From an optimization exercise on the open Yosys and OpenROAD flow, aimed at small area; shortcuts taken in it are not production practice.
The RTL was checked by simulation tests, not by an equivalence proof against the original design.
No activity file was given, so power comes from the tool's default toggle rates.

Setup of main:
==> flow/design.v (excerpt) <==
module usbh_chan_ctl (
    input  wire        clk,
    input  wire        rst,
    input  wire        cmd_valid,
    input  wire [63:0] cmd_word,
    output wire        ready,
    output reg         rsp_valid,
    output reg  [4:0]  rsp_code,
    output reg  [31:0] rsp_data,
    output wire [31:0] rsp_aux,
    input  wire        pev_valid,
    input  wire [3:0]  pev_kind,
    input  wire [2:0]  pev_ch,
    input  wire [9:0]  pev_count,
    input  wire        pev_dtog,
    input  wire        pev_flag,
    input  wire [2:0]  bd_ch,
    output wire [31:0] bd_txbd,
    output wire [31:0] bd_rxbd,
    output wire        irq,
    output wire [4:0]  fault
);
Size in the first run: ~2000 cells after synthesis.
export LEC_CHECK = 0
export CAP_MARGIN = 0
export CORE_MARGIN = 2
export CORE_UTILIZATION = 60
export SLEW_MARGIN = 0
create_clock -name core_clock -period 10.0 [get_ports {clk}]
standard.sh (not shown) runs the stock make flow with config.mk's settings and CLKGATE_MAP_FILE= SYNTH_SCRIPT=/design/flow/synth_recipe.tcl, a recipe that flattens the netlist after the stock synthesis.
==> flow/flow/run.sh <==
#!/bin/bash
# Own layout flow: the standard.sh (the standard ORFS flow and synthesis
# script) with three changes:
#  - synthesis maps the combinational logic with an area-oriented ABC script
#    (flow/abc.script); registers are mapped before ABC, exactly as in the
#    standard synthesis;
#  - the port buffers use the smallest buffer cell;
#  - the clock tree is built from clkbuf_8 clusters of up to 18 sinks (60 um across),
#    without dummy loads.
# make's output goes to flow_make.log here; every step's full log stays under
# orfs/logs/.
set -euo pipefail
HERE=$(cd "$(dirname "${BASH_SOURCE[0]}")" && pwd)
WORK=$(pwd)
cat > "$WORK/own_synth.tcl" <<EOS
proc abc {args} {
  set i [lsearch -exact \$args -script]
  if { \$i >= 0 } { lset args [expr { \$i + 1 }] {$HERE/abc.script} }
  yosys abc {*}\$args
}
source {$WORK/synth_recipe.tcl}
EOS
bash standard.sh \
  "SYNTH_SCRIPT=$WORK/own_synth.tcl" \
  "BUFFER_PORTS_ARGS=-buffer_cell sky130_fd_sc_hd__buf_1" \
  "CTS_ARGS=-sink_clustering_enable -repair_clock_nets -buf_list sky130_fd_sc_hd__clkbuf_8 -sink_clustering_size 18 -sink_clustering_max_diameter 60 -dont_use_dummy_load" \
  finish > "$WORK/flow_make.log" 2>&1
==> flow/flow/abc.script <==
&get -n
&st
&synch2
&dch -f
&nf -p -R 1000 -F 8 -A 4
&st
&syn2
&dch -f
&nf -p -R 1000 -F 8 -A 4
&st
&synch2
&dch -f
&nf -p -a -R 1000 -F 8 -A 4
&put
topo
dnsize
Every stage of the flow completed for main, and the final layout passed the timing, design-rule and antenna checks.
diff inputs: main => the feature branch
==> flow/flow/abc.script <==
&get -n
&st
&synch2
&dch -f
&nf -p -R 1000 -F 8 -A 4
&st
&deepsyn -T 40
&dch -f
&nf -p -a -R 1000 -F 8 -A 4
&put
topo
dnsize
--- a/flow/config.mk
+++ b/flow/config.mk
@@ -6,6 +6,6 @@
 export NUM_CORES = 4
 export LEC_CHECK = 0
-export CAP_MARGIN = 0
+export CAP_MARGIN = 20
 export CORE_MARGIN = 2
 export CORE_UTILIZATION = 60
-export SLEW_MARGIN = 0
+export SLEW_MARGIN = 20
## What came out
Per the final summary, the feature branch finished and its layout is clean on timing, DRC and antenna. Buffer share of cell area across the feature branch and main: no real change. | overall track demand over capacity in global routing | the feature branch vs main | 0.38 points higher |. The feature branch: via count about 3.3% below main. There was hardly any difference in worst-skew pair later-pin latency between the feature branch and main. | maximum achievable frequency | the feature branch vs main | better |. Compared with main, the feature branch instantiates a smaller number of standard cells. The feature branch ends up with a mux contribution to synthesized area that is 0.60 points lower than in main. Diff main -> the feature branch | mean routed wirelength per cell | up by a few percent. Synthesized area went down by a few percent going from main to the feature branch. Looking only at hold slack, and setting everything else aside, the higher value of the feature branch and main goes to the feature branch. Via-per-instance ratio in the feature branch vs main: up about 1.2%.

========
## pepper
Starting RTL as in the previous note.
==> flow/design.v (excerpt) <==
module usbh_chan_ctl (
    input  wire        clk,
    input  wire        rst,
    input  wire        cmd_valid,
    input  wire [63:0] cmd_word,
    output wire        ready,
    output reg         rsp_valid,
    output reg  [4:0]  rsp_code,
    output reg  [31:0] rsp_data,
    output wire [31:0] rsp_aux,
    input  wire        pev_valid,
    input  wire [3:0]  pev_kind,
    input  wire [2:0]  pev_ch,
    input  wire [9:0]  pev_count,
    input  wire        pev_dtog,
    input  wire        pev_flag,
    input  wire [2:0]  bd_ch,
    output wire [31:0] bd_txbd,
    output wire [31:0] bd_rxbd,
    output wire        irq,
    output wire [4:0]  fault
);
Settings: LEC_CHECK=0, CAP_MARGIN=20, CORE_MARGIN=2, CORE_UTILIZATION=60, SLEW_MARGIN=20; clock period 10.0 ns.
==> flow/flow/run.sh <==
#!/bin/bash
# Own layout flow: the standard.sh (the standard ORFS flow and synthesis
# script) with these changes:
#  - synthesis maps the combinational logic with an area-oriented ABC script
#    (flow/abc.script) and leaves adders to ABC instead of mapping them to
#    half/full-adder cells first (ADDER_MAP_FILE empty); registers are mapped
#    before ABC exactly as in the standard synthesis;
#  - the port buffers use the smallest buffer cell;
#  - the clock tree is built from clkbuf_8 clusters of up to 18 sinks
#    (60 um across), without dummy loads.
# make's output goes to flow_make.log here; every step's full log stays under
# orfs/logs/.
set -euo pipefail
HERE=$(cd "$(dirname "${BASH_SOURCE[0]}")" && pwd)
WORK=$(pwd)
cat > "$WORK/own_synth.tcl" <<EOS
proc abc {args} {
  set i [lsearch -exact \$args -script]
  if { \$i >= 0 } { lset args [expr { \$i + 1 }] {$HERE/abc.script} }
  yosys abc {*}\$args
}
source {$WORK/synth_recipe.tcl}
EOS
bash standard.sh \
  "SYNTH_SCRIPT=$WORK/own_synth.tcl" \
  "ADDER_MAP_FILE=" \
  "BUFFER_PORTS_ARGS=-buffer_cell sky130_fd_sc_hd__buf_1" \
  "CTS_ARGS=-sink_clustering_enable -repair_clock_nets -buf_list sky130_fd_sc_hd__clkbuf_8 -sink_clustering_size 18 -sink_clustering_max_diameter 60 -dont_use_dummy_load" \
  finish > "$WORK/flow_make.log" 2>&1
==> flow/flow/abc.script <==
&get -n
&st
&synch2
&dch -f
&nf -p -R 1000 -F 8 -A 4
&st
&deepsyn -T 40
&dch -f
&nf -p -a -R 1000 -F 8 -A 4
&put
topo
dnsize
pepper went all the way through the flow, and no timing, DRC or antenna check failed.
#### Input delta (violet over pepper)
==> flow/flow/run.sh <==
#!/bin/bash
# Own layout flow: the standard.sh (the standard ORFS flow and synthesis
# script) with three changes:
#  - synthesis maps the combinational logic with an area-oriented ABC script
#    (flow/abc.script); registers are mapped before ABC, exactly as in the
#    standard synthesis;
#  - the port buffers use the smallest buffer cell;
#  - the clock tree is built from clkbuf_8 clusters of up to 18 sinks (60 um across),
#    without dummy loads.
# make's output goes to flow_make.log here; every step's full log stays under
# orfs/logs/.
set -euo pipefail
HERE=$(cd "$(dirname "${BASH_SOURCE[0]}")" && pwd)
WORK=$(pwd)
cat > "$WORK/own_synth.tcl" <<EOS
proc abc {args} {
  set i [lsearch -exact \$args -script]
  if { \$i >= 0 } { lset args [expr { \$i + 1 }] {$HERE/abc.script} }
  yosys abc {*}\$args
}
source {$WORK/synth_recipe.tcl}
EOS
bash standard.sh \
  "SYNTH_SCRIPT=$WORK/own_synth.tcl" \
  "BUFFER_PORTS_ARGS=-buffer_cell sky130_fd_sc_hd__buf_1" \
  "CTS_ARGS=-sink_clustering_enable -repair_clock_nets -buf_list sky130_fd_sc_hd__clkbuf_8 -sink_clustering_size 18 -sink_clustering_max_diameter 60 -dont_use_dummy_load" \
  finish > "$WORK/flow_make.log" 2>&1
==> flow/flow/abc.script <==
&get -n
&st
&synch2
&dch -f
&nf -p -R 1000 -F 8 -A 4
&st
&syn2
&dch -f
&nf -p -R 1000 -F 8 -A 4
&st
&synch2
&dch -f
&nf -p -a -R 1000 -F 8 -A 4
&put
topo
dnsize
### Flow results
- Looking at end point of the critical path, the ring[554] result is from violet; the ring[601] one comes from pepper.
- On die span in y: between violet and pepper, it ends up higher for violet.
- Changes observed in violet relative to pepper: area of placed instances climbed about 5%, power consumption has increased.
- Run comparison: violet library cell contributing the largest single delay on the critical path o41ai_1; pepper library cell contributing the largest single delay on the critical path o21ai_0
- What pepper reported for core area has to be multiplied by 1.06 to get the figure for violet.
- pepper → violet: die area now larger, post-placement setup slack now smaller.
- Comparing violet and pepper, the lower cell count was measured on pepper.

port drivers added, routing unchanged:
The results above use ideal ports. As a check the final layouts listed here were re-extracted and re-timed, cells and wires unchanged.
Step 1 assumes that a clkbuf_16 drives the clock port and a buf_2 every other input.
Step 2 also shifts input and output timing later by t, the mid clock arrival at the registers, as if the neighbouring blocks saw the same clock.
Three values: ideal ports, drivers, drivers and shift; two values: the first two.
| run | t (ns) | setup WS [ns] | worst setup path at the end | slew at the worst register clock pin (ns) |
|---|---|---|---|---|
| main | 0.686 | 0.714 / 0.747 / 0.061 | input to register | 0.11 / 0.11 |
| the feature branch | 0.672 | 0.745 / 0.774 / 0.102 | input to register | 0.11 / 0.11 |
| pepper | 0.679 | 0.759 / 0.787 / 0.108 | input to register | 0.11 / 0.11 |
| violet | 0.673 | 0.783 / 0.814 / 0.141 | input to register | 0.11 / 0.11 |
After both steps setup and hold are still met in every run listed. The setup slack of main, which loses most, moves by +0.033 ns with the drivers and by -0.653 ns with both steps.
